Source: an optimization exercise on an open RTL-to-GDS flow (aim: small area). Production flows keep margins and buffers that such runs may drop. RTL that was checked went through simulation tests only; none was proved equivalent to the original. Power figures rest on the tool's default switching activity, not on a simulated workload.

Setup of zinc:
## juu_core
module juu_core (
    input  wire        clk,
    input  wire        rst,         
    input  wire        run,         
    output wire [12:0] cs_addr,
    input  wire [39:0] cw,
    output wire [15:0] mem_addr,
    input  wire [15:0] mem_rdata,
    output wire        mem_we,
    output wire [15:0] bus_value,   
    output wire        halted,
    output wire [1:0]  fault,       
    input  wire [3:0]  dbg_sel,
    output reg  [15:0] dbg_data
);
Settings: LEC_CHECK=0, CAP_MARGIN=20, CORE_MARGIN=2, CORE_UTILIZATION=40, PLACE_DENSITY=0.6, SLEW_MARGIN=20; clock period 8.5 ns.
standard.sh (not shown) runs the stock make flow with config.mk's settings and CLKGATE_MAP_FILE= SYNTH_SCRIPT=/design/flow/synth_recipe.tcl, a recipe that flattens the netlist after the stock synthesis.
==> flow/flow/run.sh <==
#!/bin/bash
# Own layout flow: the standard ORFS flow (standard.sh) with
#  - the standard synthesis script (synth_recipe.tcl), except that ABC maps the
#    combinational logic with flow/area.abc (registers are mapped by dfflibmap
#    before ABC runs, so they are exactly the standard synthesis's);
#  - port buffers of the smallest buffer cell;
#  - clock tree from clkbuf_4 cells without dummy loads;
#  - no timing-driven global placement.
# Each tool's output goes to a log file in this folder.
set -euo pipefail
W=$(pwd)
{
  head -n 1 synth_recipe.tcl
  cat <<EOF
proc abc {args} {
  set i [lsearch -exact \$args -script]
  if {\$i >= 0} { set args [lreplace \$args \$i [expr {\$i + 1}] -script $W/flow/area.abc] }
  puts "abc with own script: \$args"
  yosys abc {*}\$args
}
EOF
  tail -n +2 synth_recipe.tcl
} > own_synth.tcl
bash standard.sh \
  SYNTH_SCRIPT=$W/own_synth.tcl \
  ABC_AREA=1 \
  GPL_TIMING_DRIVEN=0 \
  "BUFFER_PORTS_ARGS=-buffer_cell sky130_fd_sc_hd__buf_1" \
  "CTS_ARGS=-sink_clustering_enable -repair_clock_nets -buf_list sky130_fd_sc_hd__clkbuf_4 -dont_use_dummy_load" \
  finish > flow.log 2>&1
==> flow/flow/area.abc <==
&get -n
&st
&dch
&nf -a -R 1000
&put
zinc completed; timing, DRC and antenna clean
Input-level comparison between harbor and zinc:
==> flow/run.sh (new file) <==
#!/bin/bash
# synth_recipe.tcl (not shown) runs the flow's synth.tcl, then flattens the netlist and writes it again
# the make line also repeats each setting of config.mk as NAME=value (left out here)
make -C /OpenROAD-flow-scripts/flow DESIGN_CONFIG=/design/flow/config.mk WORK_HOME=/design/flow/orfs CLKGATE_MAP_FILE= SYNTH_SCRIPT=/design/flow/synth_recipe.tcl finish
removed: flow/flow/run.sh
removed: flow/flow/area.abc
removed: flow/standard.sh
==> comparison <==
harbor vs. zinc: number of vias in the routed layout has increased; tightest slew margin relative to the limit now smaller; setup slack moved down; synthesized-area fraction occupied by adder cells down 0.33 points.
harbor vs. zinc: average footprint of a synthesized cell -3.0%, clock network area share went up 1.8 points.
What zinc reported for total of plain and repair buffers excluding clock buffers has to be multiplied by 1.08 to get the figure for harbor.
[compare] base=zinc new=harbor: total routing resource utilization after global routing higher; multiplexer share of the synthesized area rose 2.4 points.
Power: harbor vs zinc up 23%

---

juu_core, a different RTL version from the one above (not shown whole).
Size in the first run: ~1400 cells after synthesis, about 270 flip-flops, about 130 I/O pins, ~12000 um2 of cells after synthesis.
Settings: LEC_CHECK=0, CAP_MARGIN=10, CORE_MARGIN=2, CORE_UTILIZATION=40, PLACE_DENSITY=0.85, SLEW_MARGIN=10; clock period 8.5 ns.
==> flow/flow/run.sh <==
#!/bin/bash
# Own layout flow: the standard ORFS flow (standard.sh) with
#  - the standard synthesis script (synth_recipe.tcl), except that ABC maps the
#    combinational logic with flow/area.abc and no adder cells are extracted
#    (registers are mapped by dfflibmap before ABC runs, so they are exactly
#    the standard synthesis's);
#  - port buffers of the smallest buffer cell;
#  - a clock tree of small clock buffers without dummy loads;
#  - no timing-driven global placement.
# Each tool's output goes to a log file in this folder.
set -euo pipefail
W=$(pwd)
CTS="-sink_clustering_enable -repair_clock_nets -dont_use_dummy_load -buf_list sky130_fd_sc_hd__clkbuf_8 -sink_clustering_size 14 -sink_clustering_max_diameter 60"
{
  head -n 1 synth_recipe.tcl
  cat <<EOF
proc abc {args} {
  set i [lsearch -exact \$args -script]
  if {\$i >= 0} { set args [lreplace \$args \$i [expr {\$i + 1}] -script $W/flow/area.abc] }
  puts "abc with own script: \$args"
  yosys abc {*}\$args
}
EOF
  tail -n +2 synth_recipe.tcl
} > own_synth.tcl
bash standard.sh \
  SYNTH_SCRIPT=$W/own_synth.tcl \
  ABC_AREA=1 \
  ADDER_MAP_FILE= \
  GPL_TIMING_DRIVEN=0 \
  "BUFFER_PORTS_ARGS=-buffer_cell sky130_fd_sc_hd__buf_1" \
  "CTS_ARGS=$CTS" \
  finish > flow.log 2>&1
==> flow/flow/area.abc <==
strash
&get -n
&st
&dch -f
&nf -a -R 1000
&put
The baseline went through all stages and came out clean.
Change:
==> flow/flow/area.abc (replaced) <==
strash
dc2
&get -n
&st
&dch -f
&nf -a -R 1000
&put
- CORE_UTILIZATION: 40 -> 65
- PLACE_DENSITY: 0.85 -> 0.75
Synthesized area fell by 2.5%.
Wire length rises by 12%.
Setup slack gets worse by 0.010 ns.
Sequential share of layout area fell by 0.53 points.
Flip-flop and latch count is unchanged.
Cell area grows by 1.4%.
Function was not checked in any run of this note: the RTL went through the layout flow alone.

-- what the ideal ports hide --
Ports are ideal in the flow. The routed layouts listed here were re-timed in OpenROAD. Step 1: set_driving_cell puts a clkbuf_16 on clk and a buf_2 on each other input, an assumption about the parent block. Step 2 adds t to the input delays and takes it off the output delays; t is the mean of the earliest and latest rising clock arrival at the registers after step 1. Input paths then give back, and output paths get back, about the clock's delay inside the block. a / b / c = ideal / step 1 / step 2; a / b = the first two.
run	shift t [ns]	setup WS [ns]	worst setup path after step 2
zinc	0.694	0.463 / 0.434 / 0.434	input to output
harbor	0.617	0.311 / 0.283 / 0.283	input to output
the first run of note 2	0.592	0.256 / 0.228 / 0.228	input to output
the second run of note 2	0.590	0.246 / 0.225 / 0.225	input to output
After both steps setup and hold are still met in every run listed. For zinc, which loses most, drivers alone change the setup slack by -0.029 ns; drivers and shift together by -0.029 ns.
